This is an optimization exercise on Yosys and OpenROAD, whose aim is small area and a short achievable clock period, not a production implementation. RTL that was checked went through simulation tests only; none was proved equivalent to the original. Function not checked in runs 2 and 3: the RTL went through the layout flow alone. Power and IR drop assume default switching activity.

## flow/run.sh

```bash
#!/bin/bash
# Layout flow: the standard ORFS flow, with every port buffered by the
# smallest buffer (sky130_fd_sc_hd__buf_1) instead of ORFS's default choice.
# The resizer may still upsize these buffers where timing needs it.
set -euo pipefail
export BUFFER_PORTS_ARGS="-buffer_cell sky130_fd_sc_hd__buf_1"
bash standard.sh finish > standard_flow.log 2>&1
```

## standard.sh

```bash
#!/bin/bash
# synth_recipe.tcl (not shown) runs the flow's synth.tcl, then flattens the netlist and writes it again
# the make line also repeats each setting of config.mk as NAME=value (left out here)
make -C /OpenROAD-flow-scripts/flow DESIGN_CONFIG=/design/flow/config.mk WORK_HOME=/design/flow/orfs CLKGATE_MAP_FILE= SYNTH_SCRIPT=/design/flow/synth_recipe.tcl "${@:-finish}"
```

## config.mk

```make
export PLATFORM = sky130hd
export DESIGN_NAME = lc2k_pipe
export DESIGN_NICKNAME = lc2k_pipe
export VERILOG_FILES = /design/flow/design.v
export SDC_FILE = /design/flow/constraint.sdc
export NUM_CORES = 4
export LEC_CHECK = 0
export CAP_MARGIN = 20
export CORE_MARGIN = 2
export CORE_UTILIZATION = 45
export PLACE_DENSITY = 0.6
export SETUP_SLACK_MARGIN = 1.8
export SLEW_MARGIN = 20
```

## constraint.sdc

```tcl
create_clock -name core_clock -period 4.5 [get_ports {clk}]
set_input_delay 0.9000 -clock core_clock [delete_from_list [all_inputs] [get_ports {clk}]]
set_output_delay 0.9000 -clock core_clock [all_outputs]
set_load 0.01 [all_outputs]
```

## design.v

```verilog
module lc2k_pipe (
    input  wire        clk,
    input  wire        rst,             
    output wire [15:0] imem_addr,
    input  wire [31:0] imem_rdata,
    output wire [15:0] dmem_addr,
    output wire [31:0] dmem_wdata,
    output wire        dmem_we,
    input  wire [31:0] dmem_rdata,
    input  wire [2:0]  dbg_sel,
    output wire [31:0] dbg_reg,
    output wire        halted,
    output wire        faulted,
    output wire [1:0]  fault_cause,
    output wire [31:0] fault_value,
    output wire [31:0] fault_instr,
    output wire [31:0] pc,
    output wire [31:0] cnt_cycles,
    output wire [31:0] cnt_fetched,
    output wire [31:0] cnt_retired,
    output wire [31:0] cnt_branches
);
    localparam [2:0] OP_ADD  = 3'd0,
                     OP_NAND = 3'd1,
                     OP_LW   = 3'd2,
                     OP_SW   = 3'd3,
                     OP_BEQ  = 3'd4,
                     OP_HALT = 3'd6,
                     OP_NOOP = 3'd7;
    function automatic [7:0] dec8(input [2:0] s);
        dec8 = 8'd1 << s;
    endfunction
    function automatic [31:0] rd8(input [255:0] r, input [7:0] oh);
        integer k;
        begin
            rd8 = 32'd0;
            for (k = 0; k < 8; k = k + 1)
                rd8 = rd8 | (r[k*32 +: 32] & {32{oh[k]}});
        end
    endfunction
    reg [17:0]  pc_r;
    reg [255:0] rf;
    reg [2:0]  ifid_op;
    reg [23:0] ifid_f;
    reg [2:0]  idex_op;
    reg [23:0] idex_f;
    reg [31:0] idex_rega, idex_regb;
    reg [2:0]  exmem_op;
    reg [23:0] exmem_f;
    reg [31:0] exmem_alu, exmem_readreg;
    reg        exmem_doob;              
    reg [2:0]  memwb_op;
    reg [21:0] memwb_f;
    reg [31:0] memwb_data;
    reg        memwb_bad;               
    reg [31:0] cycles_r, retired_r, branches_r;
    reg [31:0] fetched_r;
    reg        halted_r, faulted_r;
    reg [1:0]  fcause_r;
    wire        if_valid = (imem_rdata[31:25] == 7'd0);
    wire [2:0]  if_raw   = imem_rdata[24:22];
    wire [2:0]  if_op    = (if_valid && if_raw != 3'd5) ? if_raw : OP_NOOP;
    wire [17:0] if_target = pc_r + 18'd1 + {{2{imem_rdata[15]}}, imem_rdata[15:0]};
    wire [17:0] if_x     = (if_op == OP_BEQ) ? if_target : {2'b00, imem_rdata[15:0]};
    wire        fetch_oob = (pc_r[17:16] != 2'd0);
    wire [2:0]  id_a = ifid_f[23:21];
    wire [2:0]  id_b = ifid_f[20:18];
    wire [31:0] dec_rega = rd8(rf, dec8(id_a));
    wire [31:0] dec_regb = rd8(rf, dec8(id_b));
    wire        ex_mem  = (idex_op == OP_LW) || (idex_op == OP_SW);
    wire        ex_nand = (idex_op == OP_NAND);
    wire        ex_beq  = (idex_op == OP_BEQ);
    wire [31:0] ex_opb  = ex_mem ? {{16{idex_f[15]}}, idex_f[15:0]} : idex_rega;
    wire [31:0] ex_sum  = idex_regb + ex_opb;
    wire [31:0] ex_nandv = ~(idex_rega & idex_regb);
    wire        ex_eq   = (idex_rega == idex_regb);
    wire [31:0] ex_alu;
    assign ex_alu[31:1] = ex_nand ? ex_nandv[31:1] : ex_sum[31:1];
    assign ex_alu[0]    = ex_nand ? ex_nandv[0] : ex_beq ? ex_eq : ex_sum[0];
    wire [16:0] ex_lo   = {1'b0, idex_regb[15:0]} + {1'b0, idex_f[15:0]};
    wire        ex_cy   = ex_lo[16];
    wire        hi_zero = (idex_regb[31:16] == 16'h0000);
    wire        hi_ones = (idex_regb[31:16] == 16'hffff);
    wire        hi_one  = (idex_regb[31:16] == 16'h0001);
    wire        ex_hi_ok = idex_f[15] ? (ex_cy ? hi_zero : hi_one)
                                      : (ex_cy ? hi_ones : hi_zero);
    wire        ex_doob = ex_mem && !ex_hi_ok;
    wire mem_lw  = (exmem_op == OP_LW);
    wire mem_sw  = (exmem_op == OP_SW);
    wire br_taken = (exmem_op == OP_BEQ) && exmem_alu[0];
    wire mem_bad = ((exmem_op == OP_ADD) || (exmem_op == OP_NAND)) &&
                   (exmem_f[15:3] != 13'd0);
    wire [31:0] mem_data = (mem_lw && !exmem_doob) ? dmem_rdata : exmem_alu;
    wire wb_alu  = (memwb_op == OP_ADD) || (memwb_op == OP_NAND);
    wire wb_lw   = (memwb_op == OP_LW);
    wire wb_halt = (memwb_op == OP_HALT);
    wire wb_retire = (memwb_op[2] == 1'b0) || (memwb_op == OP_BEQ);
    wire [2:0] wb_dest = wb_lw ? memwb_f[21:19] : memwb_f[2:0];
    wire wb_we   = wb_alu || wb_lw;
    wire running   = !halted_r && !faulted_r;
    wire halt_now  = running && wb_halt;
    wire any_fault = memwb_bad || exmem_doob || fetch_oob;
    wire commit    = running && !wb_halt && !any_fault;
    wire fault_now = running && !wb_halt && any_fault;
    wire memwb_en  = running && !wb_halt && !memwb_bad;
    wire halt_in_pipe = (ifid_op == OP_HALT) || (idex_op == OP_HALT) ||
                        (exmem_op == OP_HALT);
    wire [31:0] cycles_next = rst ? 32'd0 : cycles_r + {31'd0, commit};
    wire [31:0] wbus = rst ? 32'd0 : memwb_data;
    genvar g;
    generate
        for (g = 0; g < 8; g = g + 1) begin : gen_rf
            wire en = rst || (commit && wb_we && wb_dest == g);
            always @(posedge clk)
                if (en) rf[g*32 +: 32] <= wbus;
        end
    endgenerate
    always @(posedge clk) begin
        ifid_op    <= rst ? OP_NOOP : if_op;
        ifid_f     <= {imem_rdata[21:16], if_x};
        idex_op    <= rst ? OP_NOOP : ifid_op;
        idex_f     <= ifid_f;
        idex_rega  <= dec_rega;
        idex_regb  <= dec_regb;
        exmem_op   <= rst ? OP_NOOP : idex_op;
        exmem_f    <= idex_f;
        exmem_alu  <= ex_alu;
        exmem_readreg <= idex_rega;
        exmem_doob <= !rst && ex_doob;
        if (rst) begin
            memwb_op  <= OP_NOOP;
            memwb_bad <= 1'b0;
        end else if (memwb_en) begin
            memwb_op   <= exmem_op;
            memwb_f    <= {exmem_f[23:18], exmem_f[15:0]};
            memwb_data <= mem_data;
            memwb_bad  <= mem_bad;
        end
        if (rst || commit) begin
            pc_r <= rst ? 18'd0 : br_taken ? exmem_f[17:0] : pc_r + 18'd1;
        end
        cycles_r   <= cycles_next;
        if (rst || (commit && !halt_in_pipe))
            fetched_r <= cycles_next;
        retired_r  <= rst ? 32'd0 : retired_r + {31'd0, (commit && wb_retire) || halt_now};
        branches_r <= rst ? 32'd0 : branches_r + {31'd0, commit && br_taken};
        halted_r   <= !rst && (halted_r || halt_now);
        faulted_r  <= !rst && (faulted_r || fault_now);
        if (fault_now)
            fcause_r <= memwb_bad ? 2'd3 : exmem_doob ? 2'd2 : 2'd1;
    end
    assign imem_addr    = pc_r[15:0];
    assign dmem_addr    = exmem_alu[15:0];
    assign dmem_wdata   = exmem_readreg;
    assign dmem_we      = commit && mem_sw;
    assign dbg_reg      = rd8(rf, dec8(dbg_sel));
    assign halted       = halted_r;
    assign faulted      = faulted_r;
    assign fault_cause  = fcause_r;
    assign fault_value  = fcause_r[0] ? (fcause_r[1] ? {16'd0, memwb_f[15:0]}
                                                     : {{14{pc_r[17]}}, pc_r})
                                      : memwb_data;
    assign fault_instr  = (fcause_r == 2'd1) ? 32'd0 : {7'd0, memwb_op, memwb_f};
    assign pc           = {{14{pc_r[17]}}, pc_r};
    assign cnt_cycles   = cycles_r;
    assign cnt_fetched  = fetched_r;
    assign cnt_retired  = retired_r;
    assign cnt_branches = branches_r;
endmodule
```

==> results.py, run 1 <==
metrics = {
    "outcome": {
        "status": "finished clean",
    },
    "global_routing": {
        "grt-ovfl-total": 0,
        "grt_usage": 0.315,
        "antenna_found_initial": 10,
        "grt_max_degree": 80,
        "grt_pass1_vias": 25022,
        "grt_pass1_wl_mm": 164,
    },
    "cts": {
        "cts-root-buf": "clkbuf_16",
        "cts-buffers-inserted": 73,
        "htree_num_levels": 3,
        "clock_latency_ns": 0.62,
        "numClockSinks": 674,
        "clockBufferDepth": 3,
        "cts_hold_buf": 0,
        "cts_tree": "built",
        "clkSlewWorstSetupHoldPaths_ns": 0.06,
    },
    "pwr": {
        "swShare": 0.310,
        "pwr_density_cell_mw_per_mm2": 463,
        "pwr-share-clk": 0.321,
        "p_total_mw": 18.5,
        "p_leak_nw": 15.3,
        "pwr-share-seq": 0.442,
        "p_int_mw": 12.8,
        "pwr-share-comb": 0.237,
        "switchingPower_mw": 5.75,
        "ir_drop_uv": 280,
    },
    "setup_path": {
        "cp_slowest_stage_delay_ns": 0.22,
        "crit_fanout": 8,
        "worstSetupStartpointType": "input port",
        "arrival_ns": 2.22,
        "cp_cell_sequence": "buf_12, buf_12, nor3b_4, buf_4, buf_6, buf_16, a22oi_2, nand4_1, buf_2",
        "cpMaxStageDelayCell": "nor3b_4",
        "crit_top_cell": "buf_12",
        "crit_type": "input port to output port",
        "setup.worst_path.end_class": "output port",
        "required_ns": 3.60,
    },
    "synth": {
        "syn_inst": 2615,
        "synth_simple_gate_area_frac": 0.122,
        "synth_edf_count": 362,
        "syn-cell-area_mm2": 0.0300,
        "synth.area.mux_share": 0.0340,
        "ys_warn_count": 1,
        "synth-seq-area-share": 0.570,
        "synth_ff_type": "edfxtp_1",
        "synth_top_family_by_area": "compound AO/OA/AOI/OAI gates",
        "synth_compound_area_frac": 0.154,
        "ys_async_sr_fraction": 0,
        "avgSynthCellArea_um2": 11.5,
        "synthAdderAreaFrac": 0.0451,
        "ys_types": 70,
        "synth_xor_area_frac": 0.0388,
        "synth-seq-cells": 674,
    },
    "die": {
        "ios": 394,
        "die_h_um": 262,
        "coreArea_mm2": 0.0659,
        "die_w_um": 262,
        "die_area_mm2": 0.0688,
        "start_util": 0.456,
        "rows": 94,
    },
    "sta": {
        "final.setup_skew_ns": 0.0299,
        "hold_viol_final": 0,
        "drv_slew": 0,
        "clock.fmax_mhz": 320,
        "min_period_ns": 3.12,
        "setup_viol": 0,
        "post-route-period-util": 0.693,
        "worst-slew-pin-transition_ns": 1.10,
        "slew_headroom": 0.263,
        "rsz0062_at_grt": "yes",
        "fin_tns_setup_ns": 0,
    },
    "final_layout": {
        "final_cells": 4083,
        "fin_nets": 3333,
        "postLayoutCoreUtil": 0.607,
        "syn2layout_area_growth_pct": 33.2,
        "layout-drive-gt1-share": 0.287,
    },
    "placement": {
        "gp_congestion": 0.903,
        "dp_hpwl_mm": 69.3,
        "dp_cells": 3726,
        "portBuffers": 386,
    },
    "route": {
        "drc": 0,
        "drt-initial-drc-count": 3421,
        "wl_mm": 115,
        "postRouteAntennaNets": 0,
        "first_pass_iters": 7,
        "wl_per_cell_um": 28.2,
        "viasPerCell": 6.33,
        "vias": 25836,
    },
    "job": {
        "drv_cap": 0,
    },
    "hold_path": {
        "hp-class": "flop to flop",
    },
}
-- flip-flops by register name, indices dropped and copies added (netlist names), 3 cells and up --
signal / flops
exmem_f: 24
retired_r: 32
exmem_readreg: 32
idex_f: 24
ifid_op: 3
idex_rega: 32
exmem_op: 3
memwb_f: 22
pc_r: 18
idex_regb: 32
exmem_alu: 32
branches_r: 32
memwb_op: 3
memwb_data: 32
idex_op: 3
fetched_r: 32
ifid_f: 24
rf: 256
cycles_r: 32
-- cells in the mapped netlist, drive strengths merged (8+ instances only) --
library cell	count	area share
a211oi	10	0.0031
a21o	29	0.0072
a21oi	86	0.015
a22oi	384	0.096
a31o	8	0.0023
a31oi	8	0.0017
and2	31	0.0065
and3	26	0.0054
and4	10	0.0029
buf	61	0.014
clkbuf	125	0.016
dfxtp	312	0.21
edfxtp	362	0.36
ha	105	0.044
inv	45	0.0056
mux2	49	0.018
mux2i	47	0.016
nand2	128	0.016
nand2b	8	0.0017
nand3	45	0.0075
nand4	127	0.026
nor2	208	0.026
nor2b	35	0.0073
nor3	28	0.0047
nor3b	14	0.0035
nor4	15	0.0031
o21ai	69	0.012
o21bai	11	0.0027
or2	9	0.0019
or3	23	0.0048
xnor2	59	0.017
xor2	74	0.022
-- critical path, delay by kind of cell --
family	cells	cell delay [ns]
buffers and inverters	6	0.84
AOI/OAI and AO/OA	1	0.08
and+or+nand+nor	2	0.38
-- per-stage QoR --
step           setup WS, ns  instance area, µm²  hold slack, ns
2_1_floorplan          1.49               30500           0.310
3_3_place_gp          0.949               32500           0.311
3_5_place_dp          0.879               32500           0.312
4_1_cts                1.40               38300           0.326
5_1_grt                1.30               40000           0.332
6_report               1.38               40000           0.327
-- final timing paths --
check	depth (start not counted)	startpoint	slack, ns	end
setup reg to reg	11	idex_op[2]	1.39	exmem_alu[31]
setup / recovery	9	dbg_sel[0]	1.38	dbg_reg[18]
hold reg to reg	0	ifid_f[4]	0.33	idex_f[4]
hold / removal	0	ifid_f[4]	0.33	idex_f[4]
-- layout make-up --
type | count | area (µm²)
Clock inverter | 31 | 260
Antenna cell | 1 | 2.50
Clock buffer | 105 | 2110
Fill cell | 5141 | 25900
Multi-Input combinational cell | 1721 | 14300
Sequential cell | 674 | 17100
Tap cell | 864 | 1080
Timing Repair Buffer | 642 | 4960
Inverter | 45 | 174
-- routing by layer --
metal	vias to the layer above	track usage	part of all wire
li1	11017	-	-
met3	430	0.0737	0.11
met4	8	0.143	0.050
met5	-	0	0.00049
met2	1842	0.500	0.46
met1	12539	0.409	0.39
-- layout by cell type, fill, tap and decap left out, types with 19 or more instances in the layout --
cell type  netlist  layout
nor2_1         208     168
nand2_1        128     114
buf_4           53     121
buf_1            7     291
o21ai_0         67      42
buf_6            0     112
inv_1           45      42
a22oi_1        384     315
clkbuf_16        0      81
buf_12           0      29
dfxtp_1        312     305
mux2_2          49      41
xor2_1          74      69
edfxtp_1       362     362
buf_2            1      53
nand4_1        127     127
nand3_1         45      33
nor2b_1         35      30
a22oi_2          0      69
clkbuf_1       125      20
ha_1           105      79
mux2i_1         47      34
a21oi_2          2      32
nor2_4           0      32
a21oi_1         83      43
and2_4           0      26
ha_4             0      19
a21o_1          29      28
xnor2_1         59      45
buf_16           0      23
-- power groups by stage --
stage	logic, mW	registers, mW	clock network [mW]
3_3_place_gp	3.22	8.25	0
4_1_cts	3.98	8.13	6.01
6_report	4.39	8.19	5.95
3_5_place_dp	3.25	8.26	0
5_1_grt	4.65	8.23	6.25
2_1_floorplan	2.26	7.99	0
-- cell families after synthesis --
| family | Yosys count |
|---|---|
| compound gates | 649 |
| fa+ha+maj | 107 |
| mux | 96 |
| other cells | 1 |
| flops | 674 |
| buf+inv | 231 |
| xor+xnor | 133 |
| simple gates | 724 |
-- timing repair --
action | in CTS | in global routing
endpoints found under the setup margin | 320 | 350
setup buffers | 121 | 67
gates resized for setup | 512 | 223
pin swaps | 145 | 142
cloned | 28 | 4
==> run 2: changes to the inputs <==
--- a/design.v
+++ b/design.v
@@ -40,2 +40,14 @@
     endfunction
+    function automatic [31:0] pinc(input [31:0] q, input c);
+        reg [31:0] p;
+        integer l, i;
+        begin
+            p = q;
+            for (l = 0; l < 5; l = l + 1)
+                for (i = 0; i < 32; i = i + 1)
+                    if (((i >> l) & 1) == 1)
+                        p[i] = p[i] & p[((i >> l) << l) - 1];
+            pinc = q ^ ({p[30:0], 1'b1} & {32{c}});
+        end
+    endfunction
     reg [17:0]  pc_r;
@@ -49,3 +61,6 @@
     reg [23:0] exmem_f;
-    reg [31:0] exmem_alu, exmem_readreg;
+    reg [15:0] exmem_alu;               
+    reg        exmem_cy;                
+    reg [15:0] exmem_regbh;             
+    reg [31:0] exmem_readreg;
     reg        exmem_doob;              
@@ -65,2 +80,4 @@
     wire        fetch_oob = (pc_r[17:16] != 2'd0);
+    wire [31:0] pc_inc    = pinc({14'd0, pc_r}, 1'b1);
+    wire [17:0] pc_next   = pc_inc[17:0];
     wire [2:0]  id_a = ifid_f[23:21];
@@ -73,10 +90,9 @@
     wire [31:0] ex_opb  = ex_mem ? {{16{idex_f[15]}}, idex_f[15:0]} : idex_rega;
-    wire [31:0] ex_sum  = idex_regb + ex_opb;
-    wire [31:0] ex_nandv = ~(idex_rega & idex_regb);
+    wire [16:0] ex_lo   = {1'b0, idex_regb[15:0]} + {1'b0, ex_opb[15:0]};
+    wire        ex_cy   = ex_lo[16];
+    wire [15:0] ex_nandv = ~(idex_rega[15:0] & idex_regb[15:0]);
     wire        ex_eq   = (idex_rega == idex_regb);
-    wire [31:0] ex_alu;
-    assign ex_alu[31:1] = ex_nand ? ex_nandv[31:1] : ex_sum[31:1];
-    assign ex_alu[0]    = ex_nand ? ex_nandv[0] : ex_beq ? ex_eq : ex_sum[0];
-    wire [16:0] ex_lo   = {1'b0, idex_regb[15:0]} + {1'b0, idex_f[15:0]};
-    wire        ex_cy   = ex_lo[16];
+    wire [15:0] ex_alu;
+    assign ex_alu[15:1] = ex_nand ? ex_nandv[15:1] : ex_lo[15:1];
+    assign ex_alu[0]    = ex_nand ? ex_nandv[0] : ex_beq ? ex_eq : ex_lo[0];
     wire        hi_zero = (idex_regb[31:16] == 16'h0000);
@@ -87,2 +103,8 @@
     wire        ex_doob = ex_mem && !ex_hi_ok;
+    wire mem_lsw = (exmem_op == OP_LW) || (exmem_op == OP_SW);
+    wire [15:0] mem_opbh = mem_lsw ? {16{exmem_f[15]}} : exmem_readreg[31:16];
+    wire [15:0] mem_sumh = exmem_regbh + mem_opbh + {15'd0, exmem_cy};
+    wire [15:0] mem_alh  = (exmem_op == OP_NAND) ? ~(exmem_readreg[31:16] & exmem_regbh)
+                                                 : mem_sumh;
+    wire [31:0] mem_alu  = {mem_alh, exmem_alu};
     wire mem_lw  = (exmem_op == OP_LW);
@@ -92,3 +114,3 @@
                    (exmem_f[15:3] != 13'd0);
-    wire [31:0] mem_data = (mem_lw && !exmem_doob) ? dmem_rdata : exmem_alu;
+    wire [31:0] mem_data = (mem_lw && !exmem_doob) ? dmem_rdata : mem_alu;
     wire wb_alu  = (memwb_op == OP_ADD) || (memwb_op == OP_NAND);
@@ -107,3 +129,3 @@
                         (exmem_op == OP_HALT);
-    wire [31:0] cycles_next = rst ? 32'd0 : cycles_r + {31'd0, commit};
+    wire [31:0] cycles_next = rst ? 32'd0 : pinc(cycles_r, commit);
     wire [31:0] wbus = rst ? 32'd0 : memwb_data;
@@ -127,2 +149,4 @@
         exmem_alu  <= ex_alu;
+        exmem_cy   <= ex_cy;
+        exmem_regbh <= idex_regb[31:16];
         exmem_readreg <= idex_rega;
@@ -139,3 +163,3 @@
         if (rst || commit) begin
-            pc_r <= rst ? 18'd0 : br_taken ? exmem_f[17:0] : pc_r + 18'd1;
+            pc_r <= rst ? 18'd0 : br_taken ? exmem_f[17:0] : pc_next;
         end
@@ -144,4 +168,4 @@
             fetched_r <= cycles_next;
-        retired_r  <= rst ? 32'd0 : retired_r + {31'd0, (commit && wb_retire) || halt_now};
-        branches_r <= rst ? 32'd0 : branches_r + {31'd0, commit && br_taken};
+        retired_r  <= rst ? 32'd0 : pinc(retired_r, (commit && wb_retire) || halt_now);
+        branches_r <= rst ? 32'd0 : pinc(branches_r, commit && br_taken);
         halted_r   <= !rst && (halted_r || halt_now);
==> run 2 against run 1 <==
  * Highest routed layer unchanged
  * Final cell count fell by 3.2%
  * Setup slack got worse by 0.048 ns
  * Critical path depth rose by 6
  * Wire length fell by 7.5%
  * Critical path type is now flop to flop
  * Still clean on timing, DRC and antenna
==> results.py, run 2 <==
metrics = {
    "route": {
        "postRouteAntennaNets": 0,
        "wl_mm": 107,
        "drt-initial-drc-count": 3690,
        "drc": 0,
        "viasPerCell": 6.24,
        "wl_per_cell_um": 27.0,
        "first_pass_iters": 7,
        "vias": 24652,
    },
    "final_layout": {
        "final_area_mm2": 0.0375,
        "largest_reg_flops": 256,
        "top_register": "rf",
        "layout_commonest_cell": "edfxtp_1",
        "most-common-layout-cells": "362 x edfxtp_1, 323 x a22oi_1, 306 x dfxtp_1",
        "fin_nets": 3183,
        "nFillCells": 5247,
        "layout-drive-gt1-share": 0.235,
        "syn2layout_area_growth_pct": 28.6,
    },
    "cts": {
        "cts_tree": "built",
        "clkSlewWorstSetupHoldPaths_ns": 0.06,
        "numClockSinks": 675,
        "cts-buffers-inserted": 70,
        "clockBufferDepth": 3,
        "htree_num_levels": 3,
        "clock_latency_ns": 0.61,
        "cts-root-buf": "clkbuf_16",
    },
    "synth": {
        "synth-seq-cells": 675,
        "ys_types": 74,
        "yosys.area.top_type": "edfxtp_1",
        "ys_async_sr_fraction": 0,
        "yosysTopAreaCellShare": 0.373,
        "syn-cell-area_mm2": 0.0292,
        "synthTopCellsByCount": "385 x a22oi_1, 362 x edfxtp_1, 313 x dfxtp_1",
        "synth-seq-area-share": 0.587,
        "synth_most_common_cell": "a22oi_1",
        "synth_edf_count": 362,
        "ys_warn_count": 1,
        "ys_top_cells_by_area": "edfxtp_1 37%, dfxtp_1 21%, a22oi_1 9.9%, ha_1 3.0%, nand4_1 2.6%",
        "synth_ff_type": "edfxtp_1",
        "syn_inst": 2554,
        "avgSynthCellArea_um2": 11.4,
    },
    "sta": {
        "whs_ns": 0.311,
        "rsz0062_at_grt": "yes",
        "slew_headroom": 0.265,
        "final.setup_skew_ns": 0.0289,
        "layout_setup_ws_ns": 1.33,
        "hold_viol_final": 0,
        "post-route-period-util": 0.704,
        "drv_slew": 0,
        "min_period_ns": 3.17,
        "setup_viol": 0,
        "clock.fmax_mhz": 316,
        "worst-slew-pin-transition_ns": 1.10,
        "fin_tns_setup_ns": 0,
    },
    "global_routing": {
        "grt_pass1_vias": 23726,
        "grt_usage": 0.305,
        "grt_max_degree": 73,
        "antenna_found_initial": 4,
        "grt_pass1_wl_mm": 152,
        "grt-ovfl-total": 0,
    },
    "pwr": {
        "pwr_density_cell_mw_per_mm2": 557,
        "p_leak_nw": 14.1,
        "ir_drop_uv": 244,
    },
    "setup_path": {
        "worstSetupStartpointType": "flop",
        "crit_fanout": 4,
        "setup.worst_path.end_class": "flop",
        "crit_type": "flop to flop",
        "cpMaxStageDelayCell": "or4_4",
        "cp-startpoint": "idex_op[1]",
        "reg2reg_from": "idex_op[1]",
        "arrival_ns": 3.62,
        "cp_slowest_stage_delay_ns": 0.45,
        "cp_cell_sequence": "inv_4, nor2_4, buf_12, buf_16, mux2_4, ha_4, a21o_1, a21oi_2, o21bai_2, a21boi_2, o31ai_4, or4_4, a31oi_4, xor2_1, mux2i_1",
        "required_ns": 4.95,
    },
    "hold_path": {
        "hp-class": "flop to flop",
        "hp-start": "ifid_f[13]",
    },
    "die": {
        "die_w_um": 259,
        "ios": 394,
        "die_area_mm2": 0.0669,
        "coreArea_mm2": 0.0642,
        "die_h_um": 259,
        "start_util": 0.454,
        "rows": 93,
    },
    "outcome": {
        "status": "finished clean",
    },
    "placement": {
        "portBuffers": 386,
        "dp_hpwl_mm": 64.7,
        "dp_worst_setup_slack_ns": 0.805,
        "placed_area_mm2": 0.0317,
        "gp_congestion": 0.916,
    },
    "job": {
        "drv_cap": 0,
    },
}
[run 2: worst paths after layout]
| path | end | slack, ns | cells after the start |
|---|---|---|---|
| max reg2reg | exmem_alu[13] | 1.33 | 15 |
| max | exmem_alu[13] | 1.33 | 15 |
| min reg2reg | idex_f[13] | 0.31 | 0 |
| min | idex_f[13] | 0.31 | 0 |
[run 2: timing repair]
| action | CTS | global route |
|---|---|---|
| gates resized for setup | 345 | 202 |
| gates cloned | 22 | 3 |
| setup endpoints to repair | 440 | 357 |
| hold buffers | 0 | 0 |
| buffers inserted | 78 | 50 |
| pin swaps | 129 | 105 |
[run 2: where the power goes]
| part | switching [mW] | internal, mW |
|---|---|---|
| combinational | 3.38 | 2.54 |
| sequential | 1.10 | 7.88 |
| clock | 2.43 | 3.57 |
[run 2: worst max-delay path: cells and delay by family (launching register included)]
family | cells | cell delay, ns
adders and majority gates | 1 | 0.21
xor gates and xnor gates | 1 | 0.19
AOI/OAI and AO/OA | 6 | 0.98
DFF | 1 | 0.36
and+or+nand+nor | 2 | 0.59
muxes | 2 | 0.42
buffers and inverters | 3 | 0.28
[run 2: area by class of cell]
class                   count  area [µm²]  share of cell area
repair buffers            574        3980               0.106
diodes                      1        2.50           0.0000667
flip-flops and latches    675       17200               0.457
multi-input cells        1671       12700               0.339
inverters                  47         199             0.00530
clock inverters            27         289             0.00770
clock buffers             102        2110              0.0563
well taps                 855        1070              0.0285
[run 2: logic make-up after synthesis]
logic type	synth area share
XOR/XNOR	0.0438
other	0.000129
buffers and inverters	0.0333
flip-flops	0.587
multiplexers	0.0172
adder cells (fa/ha/maj)	0.0332
AND/OR/NAND/NOR	0.136
AO/OA/AOI/OAI	0.149
[run 2: stage by stage]
stage / util / power (mW) / instances
final: 0.584 / 20.9 / 3952
after CTS: 0.566 / 20.3 / 3898
after global placement: 0.493 / 13.4 / 3669
after detailed placement: 0.493 / 13.4 / 3669
after floorplan: - / 11.6 / 2560
after global routing: 0.584 / 21.7 / 3951
[run 2: per-layer routing]
layer | track usage | vias to the layer above | wire, µm
li1 | - | 10619 | -
met1 | 0.390 | 11885 | 40700
met2 | 0.482 | 1729 | 48700
met3 | 0.0673 | 413 | 11200
met4 | 0.169 | 6 | 6000
met5 | 0 | - | 41
==> run 3: changes to the inputs <==
--- a/design.v
+++ b/design.v
@@ -57,2 +57,3 @@
     reg [2:0]  idex_op;
+    reg        idex_mem;                
     reg [23:0] idex_f;
@@ -86,3 +87,3 @@
     wire [31:0] dec_regb = rd8(rf, dec8(id_b));
-    wire        ex_mem  = (idex_op == OP_LW) || (idex_op == OP_SW);
+    wire        ex_mem  = idex_mem;
     wire        ex_nand = (idex_op == OP_NAND);
@@ -143,2 +144,3 @@
         idex_op    <= rst ? OP_NOOP : ifid_op;
+        idex_mem   <= !rst && (ifid_op == OP_LW || ifid_op == OP_SW);
         idex_f     <= ifid_f;
--- a/config.mk
+++ b/config.mk
@@ -10,2 +10,4 @@
 export CORE_UTILIZATION = 45
+export CTS_CLUSTER_DIAMETER = 150
+export CTS_CLUSTER_SIZE = 30
 export PLACE_DENSITY = 0.6
==> run 3 against run 2 <==
  * Still clean
  * Clock skew grew 0.0033 ns
  * Count of clock-buffer cells in the layout shrank 55
  * Via count fell by 2.1%
  * Worst hold slack improved by 0.022 ns
  * Global-route usage is 0.37 points lower
  * Synthesized cell count fell by 0.27%
  * Synthesized area down 0.39%
  * Setup slack lost 0.046 ns
  * Final cell count is 2.1% lower
  * Fmax fell by 1.4%
  * Critical path type unchanged
==> results.py, run 3 <==
metrics = {
    "outcome": {
        "status": "finished clean",
    },
    "cts": {
        "cts-root-buf": "clkbuf_16",
        "cts-buffers-inserted": 26,
        "clock_latency_ns": 0.63,
        "numClockSinks": 676,
        "cts_tree": "built",
        "clkSlewWorstSetupHoldPaths_ns": 0.12,
        "cts_hold_buf": 0,
        "clockBufferDepth": 3,
        "htree_num_levels": 1,
    },
    "sta": {
        "clock.fmax_mhz": 311,
        "fin_tns_setup_ns": 0,
        "rsz0062_at_grt": "yes",
        "min_period_ns": 3.21,
        "post-route-period-util": 0.714,
        "drv_slew": 0,
        "worst-slew-pin-transition_ns": 1.11,
        "layout_setup_ws_ns": 1.29,
        "final.setup_skew_ns": 0.0321,
        "setup_viol": 0,
        "hold_viol_final": 0,
        "slew_headroom": 0.261,
    },
    "final_layout": {
        "postLayoutCoreUtil": 0.560,
        "final_cells": 3868,
        "most-common-layout-cells": "362 x edfxtp_1, 328 x a22oi_1, 306 x dfxtp_1",
        "top_register": "rf",
        "fin_nets": 3137,
        "layout_commonest_cell": "edfxtp_1",
        "diodes": 0,
        "syn2layout_area_growth_pct": 23.5,
        "layout-drive-gt1-share": 0.212,
        "largest_reg_flops": 256,
    },
    "global_routing": {
        "antenna_found_initial": 1,
        "grt-ovfl-total": 0,
        "grt_pass1_vias": 23088,
        "grt_pass1_wl_mm": 151,
        "grt_usage": 0.301,
        "grt_max_degree": 57,
    },
    "synth": {
        "avgSynthCellArea_um2": 11.4,
        "ys_warn_count": 1,
        "synth_ff_type": "edfxtp_1",
        "synth_edf_count": 362,
        "synth-seq-area-share": 0.590,
        "synthTopCellsByCount": "385 x a22oi_1, 362 x edfxtp_1, 314 x dfxtp_1",
        "ys_async_sr_fraction": 0,
        "syn_inst": 2547,
        "yosys.area.top_type": "edfxtp_1",
        "ys_types": 69,
        "ys_top_cells_by_area": "edfxtp_1 37%, dfxtp_1 22%, a22oi_1 9.9%, ha_1 3.1%, nor2_1 2.7%",
        "synth-seq-cells": 676,
        "yosysTopAreaCellShare": 0.374,
        "synth_most_common_cell": "a22oi_1",
        "syn-cell-area_mm2": 0.0291,
    },
    "pwr": {
        "ir_drop_uv": 290,
        "pwr_density_cell_mw_per_mm2": 415,
        "p_total_mw": 14.9,
        "p_leak_nw": 13.3,
    },
    "setup_path": {
        "crit_fanout": 4,
        "worstSetupStartpointType": "flop",
        "required_ns": 4.88,
        "crit_type": "flop to flop",
        "setup.worst_path.end_class": "flop",
        "arrival_ns": 3.59,
    },
    "route": {
        "first_pass_iters": 7,
        "dr_wl_met3_mm": 11.0,
        "viasPerCell": 6.24,
        "wl_mm": 106,
        "postRouteAntennaNets": 0,
        "vias": 24130,
        "drc": 0,
        "drt-initial-drc-count": 3379,
        "wl_per_cell_um": 27.5,
        "route.met2.wl_mm": 48.7,
        "maxUsedRoutingLayer": "met5",
        "drt-met1-wl_mm": 41.7,
    },
    "placement": {
        "dp_cells": 3661,
        "dp_hpwl_mm": 65.0,
        "gp_congestion": 0.911,
        "portBuffers": 386,
        "dp_worst_setup_slack_ns": 1.01,
    },
    "job": {
        "drv_cap": 0,
    },
    "die": {
        "start_util": 0.453,
        "die_h_um": 258,
        "rows": 93,
        "ios": 394,
        "die_area_mm2": 0.0666,
        "die_w_um": 258,
        "coreArea_mm2": 0.0641,
    },
    "hold_path": {
        "hp-class": "flop to flop",
    },
}
==> run 3: cell count changes after synthesis, moves of 6 or more <==
| cell | delta |
|---|---|
| nand3_1 | -10 |
| and3_1 | +10 |
| nor2b_1 | -8 |
| and2_1 | -10 |
| nand2_1 | +31 |
| xor2_1 | +9 |
| and4_1 | -7 |
| nor2_1 | +8 |
| o21a_1 | +8 |
| or3_1 | -6 |
| a21oi_1 | -6 |
==> run 3: layout make-up <==
class                      count  area (µm²)
clock buffer                  47         751
clock inverter                 1        16.3
fill                        5351       28200
inverter                      45         184
multi-input combinational   1664       12600
sequential                   676       17200
tap                          855        1070
timing repair buffer         580        4120
==> run 3: stage by stage <==
step	hold slack, ns	cell area, µm²
2_1_floorplan	0.310	29500
3_3_place_gp	0.313	31600
3_5_place_dp	0.312	31600
4_1_cts	0.337	34700
5_1_grt	0.334	35900
6_report	0.333	35900
==> run 3: worst max-delay path, cell delays in order, from the launching register on <==
cell      delay, ns
dfxtp_4        0.38
nor2b_4        0.14
nand2_4        0.06
a21boi_2       0.17
fa_2           0.22
inv_2          0.04
fa_2           0.36
a21o_1         0.19
a21oi_2        0.16
o21bai_1       0.09
a21oi_2        0.17
o21bai_2       0.09
a221o_1        0.35
o41ai_2        0.27
xor2_1         0.21
a21oi_1        0.09
==> run 3: what timing repair did <==
item / in CTS / in global routing
endpoints found under the setup margin: 446 / 409
pin swaps: 117 / 113
gates cloned: 21 / 4
buffers inserted: 93 / 41
gates resized for setup: 336 / 224
hold endpoints to repair: 0 / 0
==> run 3: kinds of logic after synthesis <==
logic type | count (synthesis) | synth area share
buffers and inverters | 218 | 0.0330
XOR/XNOR | 155 | 0.0467
adder cells (fa/ha/maj) | 75 | 0.0333
AND/OR/NAND/NOR | 765 | 0.131
flip-flops | 676 | 0.590
multiplexers | 47 | 0.0170
AO/OA/AOI/OAI | 610 | 0.148
other | 1 | 0.000129
==> run 3: worst paths after layout <==
check,from,endpoint,slack [ns],cells after the start
max,exmem_op[1],memwb_data[28],1.29,15
min,idex_f[17],exmem_f[17],0.33,0
max reg2reg,exmem_op[1],memwb_data[28],1.29,15
min reg2reg,idex_f[17],exmem_f[17],0.33,0
==> run 3: per-layer routing <==
metal | vias to the layer above | track usage
met5 | - | 0
met2 | 1643 | 0.480
li1 | 10393 | -
met4 | 4 | 0.129
met1 | 11779 | 0.406
met3 | 311 | 0.0526
==> run 3: power by group <==
group | internal [mW] | switching (mW)
registers | 7.39 | 0.743
logic | 1.57 | 2.14
clock network | 1.16 | 1.90
total | 10.1 | 4.79
==> run 4: changes to the inputs <==
--- a/design.v
+++ b/design.v
@@ -64,3 +64,3 @@
     reg        exmem_cy;                
-    reg [15:0] exmem_regbh;             
+    reg [15:0] exmem_hi;                
     reg [31:0] exmem_readreg;
@@ -95,2 +95,5 @@
     wire        ex_eq   = (idex_rega == idex_regb);
+    wire [15:0] ex_opbh = ex_mem ? {16{idex_f[15]}} : idex_rega[31:16];
+    wire [15:0] ex_sumh = idex_regb[31:16] + ex_opbh;
+    wire [15:0] ex_hi   = ex_nand ? ~(idex_rega[31:16] & idex_regb[31:16]) : ex_sumh;
     wire [15:0] ex_alu;
@@ -104,8 +107,4 @@
     wire        ex_doob = ex_mem && !ex_hi_ok;
-    wire mem_lsw = (exmem_op == OP_LW) || (exmem_op == OP_SW);
-    wire [15:0] mem_opbh = mem_lsw ? {16{exmem_f[15]}} : exmem_readreg[31:16];
-    wire [15:0] mem_sumh = exmem_regbh + mem_opbh + {15'd0, exmem_cy};
-    wire [15:0] mem_alh  = (exmem_op == OP_NAND) ? ~(exmem_readreg[31:16] & exmem_regbh)
-                                                 : mem_sumh;
-    wire [31:0] mem_alu  = {mem_alh, exmem_alu};
+    wire [31:0] mem_hinc = pinc({16'd0, exmem_hi}, exmem_cy);
+    wire [31:0] mem_alu  = {mem_hinc[15:0], exmem_alu};
     wire mem_lw  = (exmem_op == OP_LW);
@@ -151,4 +150,4 @@
         exmem_alu  <= ex_alu;
-        exmem_cy   <= ex_cy;
-        exmem_regbh <= idex_regb[31:16];
+        exmem_cy   <= ex_cy && !ex_nand;
+        exmem_hi   <= ex_hi;
         exmem_readreg <= idex_rega;
--- a/config.mk
+++ b/config.mk
@@ -10,4 +10,4 @@
 export CORE_UTILIZATION = 45
-export CTS_CLUSTER_DIAMETER = 150
-export CTS_CLUSTER_SIZE = 30
+export CTS_CLUSTER_DIAMETER = 100
+export CTS_CLUSTER_SIZE = 25
 export PLACE_DENSITY = 0.6
==> run 4 against run 3 <==
  * Still clean on timing, DRC and antenna
  * Wire length fell by 0.73%
  * Via count fell by 0.32%
  * Global-route usage fell by 0.67 points
  * First-iteration DRC count rose by 1.3%
  * Non-clock buffer count fell by 37
  * Register-to-register slack improved by 0.36 ns
  * Utilization fell by 0.35 points
  * Clock power rose by 8.2%
  * Synthesized cell count rose by 0.59%
  * Critical endpoint is now dbg_reg[16]
  * Largest cell class unchanged
==> results.py, run 4 <==
metrics = {
    "final_layout": {
        "layout-drive-gt1-share": 0.200,
        "layout_commonest_cell": "edfxtp_1",
        "fin_nets": 3135,
        "most-common-layout-cells": "362 x edfxtp_1, 323 x a22oi_1, 308 x dfxtp_1",
        "nFillCells": 5450,
        "largest_reg_flops": 256,
        "final_area_mm2": 0.0359,
        "syn2layout_area_growth_pct": 22.0,
        "top_register": "rf",
    },
    "route": {
        "viasPerCell": 6.24,
        "vias": 24052,
        "drt-initial-drc-count": 3424,
        "wl_mm": 105,
        "postRouteAntennaNets": 0,
        "wl_per_cell_um": 27.4,
        "first_pass_iters": 6,
        "drc": 0,
    },
    "cts": {
        "htree_num_levels": 1,
        "clock_latency_ns": 0.66,
        "cts-root-buf": "clkbuf_16",
        "numClockSinks": 676,
        "cts_hold_buf": 0,
        "cts_tree": "built",
        "clkSlewWorstSetupHoldPaths_ns": 0.10,
        "cts-buffers-inserted": 31,
        "clockBufferDepth": 3,
    },
    "global_routing": {
        "grt_usage": 0.294,
        "antenna_found_initial": 7,
        "grt_max_degree": 69,
        "grt-ovfl-total": 0,
        "grt_pass1_vias": 23203,
        "grt_pass1_wl_mm": 148,
    },
    "placement": {
        "portBuffers": 386,
        "dp_hpwl_mm": 65.4,
        "gp_congestion": 0.929,
        "placed_area_mm2": 0.0318,
        "dp_worst_setup_slack_ns": 1.07,
    },
    "pwr": {
        "pwr-share-seq": 0.542,
        "pwr-share-comb": 0.239,
        "switchingPower_mw": 4.77,
        "p_leak_nw": 13.3,
        "pwr_density_cell_mw_per_mm2": 422,
        "p_int_mw": 10.4,
        "pwr-share-clk": 0.219,
        "swShare": 0.315,
        "ir_drop_uv": 413,
        "p_total_mw": 15.1,
    },
    "setup_path": {
        "crit_fanout": 8,
        "setup.worst_path.end_class": "output port",
        "rr_worst_depth": 11,
        "required_ns": 3.60,
        "worstSetupStartpointType": "input port",
        "arrival_ns": 2.11,
        "crit_type": "input port to output port",
    },
    "synth": {
        "yosysTopAreaCellShare": 0.370,
        "yosys.area.top_type": "edfxtp_1",
        "ys_warn_count": 1,
        "synth-seq-area-share": 0.584,
        "synth_ff_type": "edfxtp_1",
        "syn_inst": 2562,
        "avgSynthCellArea_um2": 11.5,
        "ys_top_cells_by_area": "edfxtp_1 37%, dfxtp_1 21%, a22oi_1 9.8%, ha_1 3.8%, nor2_1 2.7%",
        "synth_most_common_cell": "a22oi_1",
        "synth-seq-cells": 676,
        "synth_edf_count": 362,
        "syn-cell-area_mm2": 0.0294,
        "ys_async_sr_fraction": 0,
        "ys_types": 66,
        "synthTopCellsByCount": "384 x a22oi_1, 362 x edfxtp_1, 314 x dfxtp_1",
    },
    "sta": {
        "post-route-period-util": 0.669,
        "clock.fmax_mhz": 332,
        "whs_ns": 0.311,
        "min_period_ns": 3.01,
        "fin_tns_setup_ns": 0,
        "slew_headroom": 0.273,
        "setup_viol": 0,
        "worst-slew-pin-transition_ns": 1.09,
        "final.setup_skew_ns": 0.0472,
        "drv_slew": 0,
        "layout_setup_ws_ns": 1.49,
        "hold_viol_final": 0,
        "rsz0062_at_grt": "yes",
    },
    "die": {
        "die_w_um": 260,
        "die_area_mm2": 0.0674,
        "start_util": 0.456,
        "ios": 394,
        "rows": 93,
        "die_h_um": 260,
        "coreArea_mm2": 0.0645,
    },
    "hold_path": {
        "worstHoldPathCells": 0,
        "hp-class": "flop to flop",
    },
    "job": {
        "drv_cap": 0,
    },
    "outcome": {
        "status": "finished clean",
    },
}
## run 4: cells by family after synthesis
family / synth area share
multiplexers: 0.0252
buffers and inverters: 0.0366
other: 0.000128
AO/OA/AOI/OAI: 0.147
flip-flops: 0.584
adder cells (fa/ha/maj): 0.0399
XOR/XNOR: 0.0450
AND/OR/NAND/NOR: 0.122
## run 4: routing by layer
layer / GRT usage / vias up / wire length [µm]
li1: - / 10408 / -
met1: 0.382 / 11696 / 40800
met2: 0.477 / 1617 / 48700
met3: 0.0607 / 331 / 10700
met4: 0.131 / 0 / 5160
met5: 0 / - / 0
## run 4: timing repair
action	in CTS	in global routing
gates cloned	13	6
setup endpoints to repair	433	330
pin swaps	114	83
gates resized for setup	340	199
endpoints found under the hold margin	0	0
buffers inserted	61	35
## run 4: worst max-delay path, cell delays in order
cell,delay [ns]
buf_12,0.12
nor3b_4,0.15
buf_6,0.15
buf_12,0.16
a22oi_2,0.17
nand4_1,0.22
buf_2,0.22
## run 4: metrics by stage
stage,util,cells
final,0.556,3857
after CTS,0.539,3813
after global routing,0.556,3856
after floorplan,-,2568
after detailed placement,0.494,3681
after global placement,0.494,3681
## run 4: path summary, 6_finish.rpt
kind	startpoint	to	slack, ns
worst max register to register	pc_r[17]	fetched_r[30]	1.65
worst min register to register	idex_f[20]	exmem_f[20]	0.31
worst min-delay path	idex_f[20]	exmem_f[20]	0.31
worst max-delay path	dbg_sel[2]	dbg_reg[16]	1.49
## run 4: cell type report
type                    count  area (µm²)  share of cell area
multi-input cells        1645       12600               0.352
flip-flops and latches    676       17200               0.479
clock buffers              55         908              0.0253
inverters                  77         309             0.00862
diodes                      3        7.51            0.000209
well taps                 855        1070              0.0298
repair buffers            543        3740               0.104
clock inverters             3        28.8            0.000802
## run 4: power groups by stage
stage | combinational, mW | sequential [mW] | clock [mW]
3_5_place_dp | 2.87 | 8.30 | 0
3_3_place_gp | 2.83 | 8.29 | 0
2_1_floorplan | 1.85 | 8.07 | 0
6_report | 3.61 | 8.20 | 3.31
5_1_grt | 3.88 | 8.27 | 3.58
4_1_cts | 3.30 | 8.15 | 3.38
==> run 5: changes to the inputs <==
--- a/config.mk
+++ b/config.mk
@@ -13,3 +13,3 @@
 export PLACE_DENSITY = 0.6
-export SETUP_SLACK_MARGIN = 1.8
+export SETUP_SLACK_MARGIN = 1.1
 export SLEW_MARGIN = 20
==> run 5 against run 4 <==
  * Register-to-register slack got worse by 0.40 ns
  * Sequential power barely moved
  * Worst hold slack improved by 0.011 ns
  * Final area down 8.4%
  * Count of clock-buffer cells in the layout decreased by 3
  * First-iteration DRC count shrank 22%
  * Sequential share of layout area grew 4.4 points
  * Wire length shrank 5.3%
  * Power shrank 3.2%
  * Sequential cell count did not move
  * Utilization is 4.7 points lower
  * Clock skew up 0.0016 ns
  * Critical path type unchanged
==> results.py, run 5 <==
metrics = {
    "synth": {
        "syn-cell-area_mm2": 0.0294,
        "ys_async_sr_fraction": 0,
        "synth-seq-cells": 676,
        "synth_ff_type": "edfxtp_1",
        "yosys.area.top_type": "edfxtp_1",
        "ys_warn_count": 1,
        "yosysTopAreaCellShare": 0.370,
        "synthTopCellsByCount": "384 x a22oi_1, 362 x edfxtp_1, 314 x dfxtp_1",
        "avgSynthCellArea_um2": 11.5,
        "ys_types": 66,
        "syn_inst": 2562,
        "synth-seq-area-share": 0.584,
        "synth_most_common_cell": "a22oi_1",
        "ys_top_cells_by_area": "edfxtp_1 37%, dfxtp_1 21%, a22oi_1 9.8%, ha_1 3.8%, nor2_1 2.7%",
        "synth_edf_count": 362,
    },
    "final_layout": {
        "postLayoutCoreUtil": 0.509,
        "fin_nets": 3028,
        "syn2layout_area_growth_pct": 11.7,
        "multiInputGateArea_mm2": 0.0114,
        "seqCellArea_mm2": 0.0172,
        "nFillCells": 5747,
        "largest_reg_flops": 256,
        "layout_commonest_cell": "a22oi_1",
        "most-common-layout-cells": "384 x a22oi_1, 382 x buf_1, 362 x edfxtp_1",
        "top_register": "rf",
        "layout-drive-gt1-share": 0.0668,
    },
    "placement": {
        "gp_congestion": 0.899,
        "dp_hpwl_mm": 66.2,
        "portBuffers": 386,
    },
    "cts": {
        "cts_hold_buf": 0,
        "cts-buffers-inserted": 34,
        "clkSlewWorstSetupHoldPaths_ns": 0.10,
        "cts_tree": "built",
        "numClockSinks": 676,
        "clockBufferDepth": 3,
        "cts-root-buf": "clkbuf_16",
        "htree_num_levels": 2,
        "clock_latency_ns": 0.60,
    },
    "route": {
        "wl_mm": 99.9,
        "viasPerCell": 6.17,
        "vias": 23109,
        "drt-initial-drc-count": 2655,
        "first_pass_iters": 6,
        "wl_per_cell_um": 26.7,
        "postRouteAntennaNets": 0,
        "drc": 0,
    },
    "die": {
        "start_util": 0.456,
        "die_area_mm2": 0.0674,
        "die_h_um": 260,
        "rows": 93,
        "die_w_um": 260,
        "ios": 394,
        "coreArea_mm2": 0.0645,
    },
    "global_routing": {
        "grt_max_degree": 69,
        "grt_pass1_vias": 22258,
        "grt_usage": 0.285,
        "antenna_found_initial": 3,
        "grt-ovfl-total": 0,
        "grt_pass1_wl_mm": 143,
    },
    "sta": {
        "worst-slew-pin-transition_ns": 1.13,
        "setup_viol": 0,
        "hold_viol_final": 0,
        "final.setup_skew_ns": 0.0488,
        "fin_tns_setup_ns": 0,
        "min_period_ns": 3.25,
        "post-route-period-util": 0.722,
        "whs_ns": 0.323,
        "rsz0062_at_grt": "yes",
        "clock.fmax_mhz": 308,
        "slew_headroom": 0.247,
        "drv_slew": 0,
    },
    "setup_path": {
        "cp_cell_sequence": "clkbuf_2, and3b_1, clkbuf_8, a22oi_1, nand4_1, buf_1",
        "setup.worst_path.end_class": "output port",
        "arrival_ns": 2.35,
        "crit_type": "input port to output port",
        "cpMaxStageDelayCell": "clkbuf_8",
        "cp_slowest_stage_delay_ns": 0.29,
        "worstSetupStartpointType": "input port",
        "required_ns": 3.60,
        "crit_fanout": 32,
    },
    "outcome": {
        "status": "finished clean",
    },
    "pwr": {
        "pwr-share-clk": 0.240,
        "switchingPower_mw": 4.61,
        "p_int_mw": 10.0,
        "pwr-share-seq": 0.560,
        "pwr-share-comb": 0.199,
        "ir_drop_uv": 274,
        "swShare": 0.315,
        "pwr_density_cell_mw_per_mm2": 446,
        "p_leak_nw": 11.9,
    },
    "hold_path": {
        "hp-class": "flop to flop",
    },
    "job": {
        "drv_cap": 0,
    },
}
run 5: cell counts after synthesis:
Identical to the previous run, type by type.
run 5: cells by family (layout without fill, tap and decap cells):
group           Yosys count  after routing  share of synthesized area
xor+xnor                151            151                     0.0450
simple gates            703            703                      0.122
mux                      70             70                     0.0252
flops                   676            676                      0.584
compound gates          621            621                      0.147
fa+ha+maj                92             92                     0.0399
buf+inv                 248            570                     0.0366
other cells               1             10                   0.000128
run 5: stage by stage:
stage                     cells  area, µm²  total power [mW]  worst slack, ns
after floorplan            2568      29400              9.88            0.272
after global routing       3745      32800              15.2             1.08
final                      3748      32800              14.6             1.25
after global placement     3680      31600              11.1            0.957
after detailed placement   3680      31600              11.2            0.874
after CTS                  3742      32700              14.6             1.10
run 5: path summary, 6_finish.rpt:
| check | startpoint | cells after the start | slack (ns) | to |
|---|---|---|---|---|
| setup / recovery | dbg_sel[0] | 6 | 1.25 | dbg_reg[10] |
| hold / removal | ifid_f[16] | 0 | 0.32 | idex_f[16] |
| setup reg to reg | memwb_bad | 8 | 1.25 | rf[155] |
| hold reg to reg | ifid_f[16] | 0 | 0.32 | idex_f[16] |
run 5: worst max-delay path, delay by kind of cell:
kind | cells | cell delay, ns
simple gates | 2 | 0.49
buf+inv | 3 | 0.67
compound gates | 1 | 0.27
run 5: power groups by stage:
| stage | Combinational [mW] | Sequential, mW | Clock (mW) |
|---|---|---|---|
| after floorplan | 1.81 | 8.07 | 0 |
| after global placement | 2.81 | 8.30 | 0 |
| after detailed placement | 2.85 | 8.32 | 0 |
| after CTS | 2.87 | 8.18 | 3.59 |
| after global routing | 3.17 | 8.27 | 3.80 |
| final | 2.92 | 8.20 | 3.51 |
run 5: timing repair:
action,in CTS,in global routing
hold endpoints to repair,0,0
resized for setup,8,26
pin swaps,0,1
setup endpoints to repair,47,84
setup buffers,3,2
run 5: routing by layer:
layer | wire [µm] | vias to the layer above | track usage
met5 | 0 | - | 0
met4 | 3620 | 0 | 0.106
met3 | 10200 | 293 | 0.0670
met2 | 46300 | 1506 | 0.464
met1 | 39800 | 11108 | 0.370
li1 | - | 10202 | -
run 5: final cells by class:
cell class | count | area share
Clock buffer | 52 | 0.0289
Sequential cell | 676 | 0.523
Multi-Input combinational cell | 1644 | 0.347
Timing Repair Buffer | 434 | 0.0577
Clock inverter | 7 | 0.00198
Tap cell | 855 | 0.0326
Inverter | 77 | 0.00880
Antenna cell | 3 | 0.000229
==> run 6: changes to the inputs <==
--- a/config.mk
+++ b/config.mk
@@ -13,3 +13,3 @@
 export PLACE_DENSITY = 0.6
-export SETUP_SLACK_MARGIN = 1.1
+export SETUP_SLACK_MARGIN = 1.55
 export SLEW_MARGIN = 20
==> run 6 against run 5 <==
  * Highest routed layer is now met5
  * Sequential power about the same
  * Combinational power increased by 9.6%
  * Final area increased by 4.3%
  * Via count increased by 2.7%
  * Clock power increased by 2%
  * Fmax increased by 5.7%
  * First-iteration DRC count increased by 23%
  * Power increased by 2.2%
  * Sequential cell count unchanged
  * Sequential share of layout area decreased by 2.1 points
  * Count of clock-buffer cells in the layout increased by 4
  * Global-route usage increased by 0.42 points
==> results.py, run 6 <==
metrics = {
    "synth": {
        "syn-cell-area_mm2": 0.0294,
        "synth-seq-cells": 676,
        "synth_ff_type": "edfxtp_1",
        "yosysTopAreaCellShare": 0.370,
        "ys_top_cells_by_area": "edfxtp_1 37%, dfxtp_1 21%, a22oi_1 9.8%, ha_1 3.8%, nor2_1 2.7%",
        "synth-seq-area-share": 0.584,
        "yosys.area.top_type": "edfxtp_1",
        "avgSynthCellArea_um2": 11.5,
        "syn_inst": 2562,
        "synth_most_common_cell": "a22oi_1",
        "synthTopCellsByCount": "384 x a22oi_1, 362 x edfxtp_1, 314 x dfxtp_1",
        "ys_async_sr_fraction": 0,
        "ys_types": 66,
        "synth_edf_count": 362,
        "ys_warn_count": 1,
    },
    "die": {
        "rows": 93,
        "die_h_um": 260,
        "die_w_um": 260,
        "die_area_mm2": 0.0674,
        "coreArea_mm2": 0.0645,
        "start_util": 0.456,
        "ios": 394,
    },
    "sta": {
        "fin_tns_setup_ns": 0,
        "min_period_ns": 3.07,
        "post-route-period-util": 0.683,
        "hold_viol_final": 0,
        "slew_headroom": 0.234,
        "setup_viol": 0,
        "drv_slew": 0,
        "rsz0062_at_grt": "yes",
        "worst-slew-pin-transition_ns": 1.15,
        "final.setup_skew_ns": 0.0307,
        "clock.fmax_mhz": 325,
    },
    "placement": {
        "dp_hpwl_mm": 65.3,
        "portBuffers": 386,
        "gp_congestion": 0.917,
    },
    "setup_path": {
        "endpoint": "dbg_reg[18]",
        "rr_worst_depth": 10,
        "regToRegSetupSlack_ns": 1.63,
        "crit_fanout": 8,
        "setup.worst_path.end_class": "output port",
        "rr_endpoint": "exmem_alu[15]",
        "worstSetupStartpointType": "input port",
        "crit_type": "input port to output port",
        "arrival_ns": 2.17,
        "required_ns": 3.60,
        "reg2reg_from": "idex_mem",
        "cp-startpoint": "dbg_sel[2]",
    },
    "final_layout": {
        "most-common-layout-cells": "362 x edfxtp_1, 351 x a22oi_1, 350 x buf_1",
        "largest_reg_flops": 256,
        "top_register": "rf",
        "layout-drive-gt1-share": 0.122,
        "nFillCells": 5617,
        "syn2layout_area_growth_pct": 16.5,
        "layout_commonest_cell": "edfxtp_1",
        "fin_nets": 3084,
    },
    "cts": {
        "cts-buffers-inserted": 34,
        "clkSlewWorstSetupHoldPaths_ns": 0.09,
        "numClockSinks": 676,
        "htree_num_levels": 2,
        "cts_hold_buf": 0,
        "cts_tree": "built",
        "clockBufferDepth": 3,
        "cts-root-buf": "clkbuf_16",
        "clock_latency_ns": 0.60,
    },
    "pwr": {
        "p_total_mw": 15.0,
        "p_leak_nw": 12.5,
        "pwr_density_cell_mw_per_mm2": 437,
        "ir_drop_uv": 243,
    },
    "route": {
        "viasPerCell": 6.23,
        "first_pass_iters": 6,
        "vias": 23736,
        "wl_per_cell_um": 26.8,
        "postRouteAntennaNets": 0,
        "wl_mm": 102,
        "drt-initial-drc-count": 3264,
        "drc": 0,
    },
    "hold_path": {
        "hp-class": "flop to flop",
    },
    "job": {
        "drv_cap": 0,
    },
    "global_routing": {
        "grt_use_met1": 0.382,
        "grt-ovfl-total": 0,
        "antenna_found_initial": 4,
        "grt_usage": 0.289,
        "grt_max_degree": 163,
        "grtUsageMet2": 0.458,
        "top_usage_layer": "met2",
        "grt_pass1_wl_mm": 145,
        "grtUsageMet3": 0.0602,
        "grt_pass1_vias": 22741,
    },
    "outcome": {
        "status": "finished clean",
    },
}
-- run 6: cell counts after synthesis --
Identical to the previous run, type by type.
-- run 6: cell type report --
cell class	count	area [µm²]	share of cell area
flip-flops and latches	676	17200	0.501
multi-input cells	1646	11900	0.349
repair buffers	488	2710	0.0790
well taps	855	1070	0.0312
clock buffers	56	998	0.0292
inverters	77	292	0.00851
clock inverters	6	62.6	0.00183
diodes	3	7.51	0.000219
-- run 6: report_power, final --
part	switching [mW]	total, mW	internal [mW]
sequential	0.735	8.17	7.44
combinational	1.98	3.20	1.22
clock	2.01	3.58	1.57
-- run 6: metal layers --
| metal | share of wire | wire length, µm |
|---|---|---|
| met1 | 0.40 | 40600 |
| met3 | 0.10 | 10500 |
| met2 | 0.46 | 46600 |
| met4 | 0.044 | 4450 |
| met5 | 0.00013 | 13 |
-- run 6: worst min-delay path by stage --
stage,slack [ns],from,cells after the start,to
6_report,0.33,idex_f[21],0,exmem_f[21]
5_1_grt,0.34,idex_f[22],0,exmem_f[22]
4_1_cts,0.34,idex_f[20],0,exmem_f[20]
3_5_place_dp,0.31,ifid_f[14],0,idex_f[14]
3_3_place_gp,0.31,idex_f[21],0,exmem_f[21]
2_1_floorplan,0.31,idex_f[16],0,exmem_f[16]
-- run 6: repair_timing --
item                       CTS  global route
resized for setup          130           100
pin swaps                   35            51
setup endpoints to repair  355           230
setup buffers               25            22
gates cloned                 8             6
-- run 6: worst max-delay path, cell delays in order --
cell,delay [ns]
buf_12,0.12
and3b_2,0.26
buf_6,0.15
buf_16,0.15
a22oi_1,0.18
nand4_1,0.22
clkbuf_2,0.20
-- run 6: stage by stage --
stage	std cells	hold WS (ns)	utilization	instance area (µm²)	setup slack, ns
2_1_floorplan	2568	0.310	-	29500	1.20
3_3_place_gp	3681	0.311	0.492	31700	1.09
3_5_place_dp	3681	0.314	0.492	31700	1.00
4_1_cts	3776	0.337	0.521	33600	1.47
5_1_grt	3804	0.342	0.531	34200	1.39
6_report	3807	0.334	0.531	34200	1.43
-- run 6: kinds of logic after synthesis --
group	share of synthesized area
fa+ha+maj	0.0399
simple gates	0.122
xor+xnor	0.0450
buf+inv	0.0366
mux	0.0252
other cells	0.000128
compound gates	0.147
flops	0.584
==> run 7: changes to the inputs <==
--- a/config.mk
+++ b/config.mk
@@ -7,2 +7,3 @@
 export LEC_CHECK = 0
+export ABC_CLOCK_PERIOD_IN_PS = 3000
 export CAP_MARGIN = 20
@@ -13,3 +14,3 @@
 export PLACE_DENSITY = 0.6
-export SETUP_SLACK_MARGIN = 1.55
+export SETUP_SLACK_MARGIN = 1.4
 export SLEW_MARGIN = 20
==> run 7 against run 6 <==
  * Still clean on timing, DRC and antenna
  * Clock skew shrank 0.0080 ns
  * Non-clock buffer count shrank 31
  * Clock power grew 2%
  * Final cell count is 0.95% lower
  * Sequential power about the same
  * Wire length shrank 1.9%
  * Critical endpoint is now fault_instr[22]
  * Largest cell class unchanged
==> results.py, run 7 <==
metrics = {
    "global_routing": {
        "grt_pass1_wl_mm": 143,
        "grt_usage": 0.282,
        "grt_max_degree": 162,
        "antenna_found_initial": 4,
        "grt_pass1_vias": 22363,
        "grt-ovfl-total": 0,
    },
    "setup_path": {
        "path_depth": 4,
        "crit_type": "flop to output port",
        "rr_endpoint": "exmem_alu[15]",
        "cp-startpoint": "fcause_r[1]",
        "cp_cell_sequence": "buf_4, nand2b_4, and2_1, buf_1",
        "cp_slowest_stage_delay_ns": 0.44,
        "crit_family": "simple AND/OR/NAND/NOR gates",
        "reg2reg_from": "idex_mem",
        "regToRegSetupSlack_ns": 1.46,
        "worstSetupStartpointType": "flop",
        "cpMaxStageDelayCell": "edfxtp_1",
        "rr_worst_depth": 10,
        "setup.worst_path.end_class": "output port",
        "critPathBufInv": 2,
        "required_ns": 3.60,
        "arrival_ns": 2.21,
        "endpoint": "fault_instr[22]",
        "crit_fanout": 23,
    },
    "final_layout": {
        "syn2layout_area_growth_pct": 13.9,
        "postLayoutCoreUtil": 0.519,
        "final_cells": 3771,
        "most-common-layout-cells": "377 x a22oi_1, 374 x buf_1, 362 x edfxtp_1",
        "fin_nets": 3051,
        "largest_reg_flops": 256,
        "nFillCells": 5632,
        "diodes": 0,
        "layout-drive-gt1-share": 0.0888,
        "layout_commonest_cell": "a22oi_1",
        "top_register": "rf",
    },
    "cts": {
        "numClockSinks": 676,
        "clkSlewWorstSetupHoldPaths_ns": 0.10,
        "cts-buffers-inserted": 34,
        "cts_hold_buf": 0,
        "cts-root-buf": "clkbuf_16",
        "htree_num_levels": 2,
        "cts_tree": "built",
        "clockBufferDepth": 3,
        "clock_latency_ns": 0.60,
    },
    "synth": {
        "synth_ff_type": "edfxtp_1",
        "syn_inst": 2562,
        "syn-cell-area_mm2": 0.0294,
        "yosysTopAreaCellShare": 0.370,
        "synth_compound_area_frac": 0.147,
        "synth_edf_count": 362,
        "ys_warn_count": 1,
        "synth_top_family_by_area": "compound AO/OA/AOI/OAI gates",
        "avgSynthCellArea_um2": 11.5,
        "synth-seq-area-share": 0.584,
        "synthTopCellsByCount": "384 x a22oi_1, 362 x edfxtp_1, 314 x dfxtp_1",
        "ys_async_sr_fraction": 0,
        "synth.area.mux_share": 0.0252,
        "ys_types": 66,
        "synth_most_common_cell": "a22oi_1",
        "synth-seq-cells": 676,
        "synth_xor_area_frac": 0.0450,
        "yosys.area.top_type": "edfxtp_1",
        "ys_top_cells_by_area": "edfxtp_1 37%, dfxtp_1 21%, a22oi_1 9.8%, ha_1 3.8%, nor2_1 2.7%",
        "synthAdderAreaFrac": 0.0399,
        "synth_simple_gate_area_frac": 0.122,
    },
    "hold_path": {
        "hp-class": "flop to flop",
        "worstHoldPathCells": 0,
    },
    "placement": {
        "dp_hpwl_mm": 64.6,
        "portBuffers": 386,
        "dp_cells": 3677,
        "gp_congestion": 0.922,
    },
    "pwr": {
        "p_leak_nw": 12.2,
        "ir_drop_uv": 223,
        "pwr_density_cell_mw_per_mm2": 444,
        "p_total_mw": 14.8,
    },
    "die": {
        "die_area_mm2": 0.0674,
        "ios": 394,
        "rows": 93,
        "die_h_um": 260,
        "coreArea_mm2": 0.0645,
        "die_w_um": 260,
        "start_util": 0.456,
    },
    "sta": {
        "fin_tns_setup_ns": 0,
        "rsz0062_at_grt": "yes",
        "drv_slew": 0,
        "clock.fmax_mhz": 321,
        "hold_viol_final": 0,
        "worst-slew-pin-transition_ns": 1.16,
        "post-route-period-util": 0.692,
        "final.setup_skew_ns": 0.0227,
        "min_period_ns": 3.11,
        "whs_ns": 0.331,
        "slew_headroom": 0.227,
        "setup_viol": 0,
    },
    "route": {
        "first_pass_iters": 9,
        "vias": 23509,
        "drt-initial-drc-count": 3296,
        "wl_per_cell_um": 26.6,
        "postRouteAntennaNets": 0,
        "route.met2.wl_mm": 45.4,
        "maxUsedRoutingLayer": "met5",
        "drc": 0,
        "drt-met1-wl_mm": 39.9,
        "dr_wl_met3_mm": 11.6,
        "wl_mm": 100,
        "viasPerCell": 6.23,
    },
    "job": {
        "drv_cap": 0,
    },
    "outcome": {
        "status": "finished clean",
    },
}
==> run 7: changes by cell type in the layout (fill, tap and decap cells not counted), moves of 4 or more <==
cell	change
o21ai_0	+4
a22oi_2	-26
buf_12	-5
buf_1	+24
buf_4	-21
buf_2	-20
buf_16	-7
a22oi_1	+26
==> run 7: worst reg2reg max path, delay by kind of cell, from the launching register on <==
kind / cells / cell delay [ns]
AOI/OAI and AO/OA: 4 / 1.14
xor gates and xnor gates: 1 / 0.18
adders and majority gates: 1 / 0.20
buffers and inverters: 1 / 0.15
DFF: 1 / 0.41
muxes: 2 / 0.43
and+or+nand+nor: 1 / 0.37
==> run 7: worst min-delay path by stage <==
| stage | start | to |
|---|---|---|
| 6_report | ifid_f[12] | idex_f[12] |
| 5_1_grt | ifid_f[12] | idex_f[12] |
| 4_1_cts | idex_f[21] | exmem_f[21] |
| 3_5_place_dp | idex_f[21] | exmem_f[21] |
| 3_3_place_gp | idex_f[22] | exmem_f[22] |
| 2_1_floorplan | idex_f[16] | exmem_f[16] |
==> run 7: kinds of logic after synthesis <==
| logic type | count (synthesis) |
|---|---|
| buffers and inverters | 248 |
| xor gates and xnor gates | 151 |
| muxes | 70 |
| DFF | 676 |
| other | 1 |
| adders and majority gates | 92 |
| AOI/OAI and AO/OA | 621 |
| and+or+nand+nor | 703 |
==> run 7: repair_timing <==
action                     4_1_cts  5_1_grt
setup endpoints to repair      142       67
resized for setup               45       75
buffers inserted                 7       18
gates cloned                     0        7
pin swaps                        4       20
==> run 7: where the power goes <==
part | leakage [nW] | switching, mW | internal (mW)
logic | 5.36 | 1.91 | 1.14
registers | 6.28 | 0.704 | 7.44
clock network | 0.525 | 2.03 | 1.62
==> run 7: cell type report <==
type / count / area, µm² / area share
clock inverters: 5 / 51.3 / 0.00153
inverters: 77 / 292 / 0.00871
well taps: 855 / 1070 / 0.0320
repair buffers: 457 / 2260 / 0.0674
clock buffers: 57 / 1030 / 0.0309
flip-flops and latches: 676 / 17200 / 0.513
multi-input cells: 1644 / 11600 / 0.347
==> run 7: through the flow <==
stage | setup slack [ns] | area [µm²]
2_1_floorplan | 1.20 | 29500
3_3_place_gp | 1.05 | 31600
3_5_place_dp | 1.00 | 31600
4_1_cts | 1.37 | 32900
5_1_grt | 1.32 | 33500
6_report | 1.39 | 33500
==> run 7: metal layers <==
| metal | vias up | global-route usage |
|---|---|---|
| met1 | 11372 | 0.376 |
| met5 | - | 0 |
| met2 | 1632 | 0.445 |
| met4 | 4 | 0.0977 |
| li1 | 10240 | - |
| met3 | 261 | 0.0738 |

-- re-timing with driven ports --
The results above use ideal ports. As a check the final layouts listed here were re-extracted and re-timed, cells and wires unchanged. Step 1 sets driving cells, clkbuf_16 on the clock port and buf_2 on the other inputs (assumed; they add their load-dependent delay and slew). Step 2 adds t to the input delays and takes it off the output delays; t is the mean of the earliest and latest rising clock arrival at the registers after step 1. Input paths then give back, and output paths get back, about the clock's delay inside the block. Three values: ideal, step 1, step 2; two values: the first two.
| run | shift t [ns] | slack for setup (ns) | hold WS [ns] |
|---|---|---|---|
| run 1 | 0.671 | 1.380 / 1.326 / 1.305 | 0.327 / 0.327 / 0.327 |
| run 2 | 0.671 | 1.332 / 1.332 / 0.949 | 0.311 / 0.311 / 0.311 |
| run 3 | 0.680 | 1.286 / 1.286 / 1.114 | 0.333 / 0.329 / 0.333 |
| run 4 | 0.697 | 1.490 / 1.434 / 1.280 | 0.311 / 0.311 / 0.311 |
| run 5 | 0.641 | 1.250 / 1.191 / 0.898 | 0.322 / 0.322 / 0.322 |
| run 6 | 0.645 | 1.425 / 1.364 / 1.154 | 0.334 / 0.334 / 0.334 |
| run 7 | 0.653 | 1.385 / 1.317 / 1.059 | 0.331 / 0.331 / 0.331 |
After both steps setup and hold are still met in every run listed. The setup slack of run 2, which loses most, moves by 0.000 ns with the drivers and by -0.383 ns with both steps.
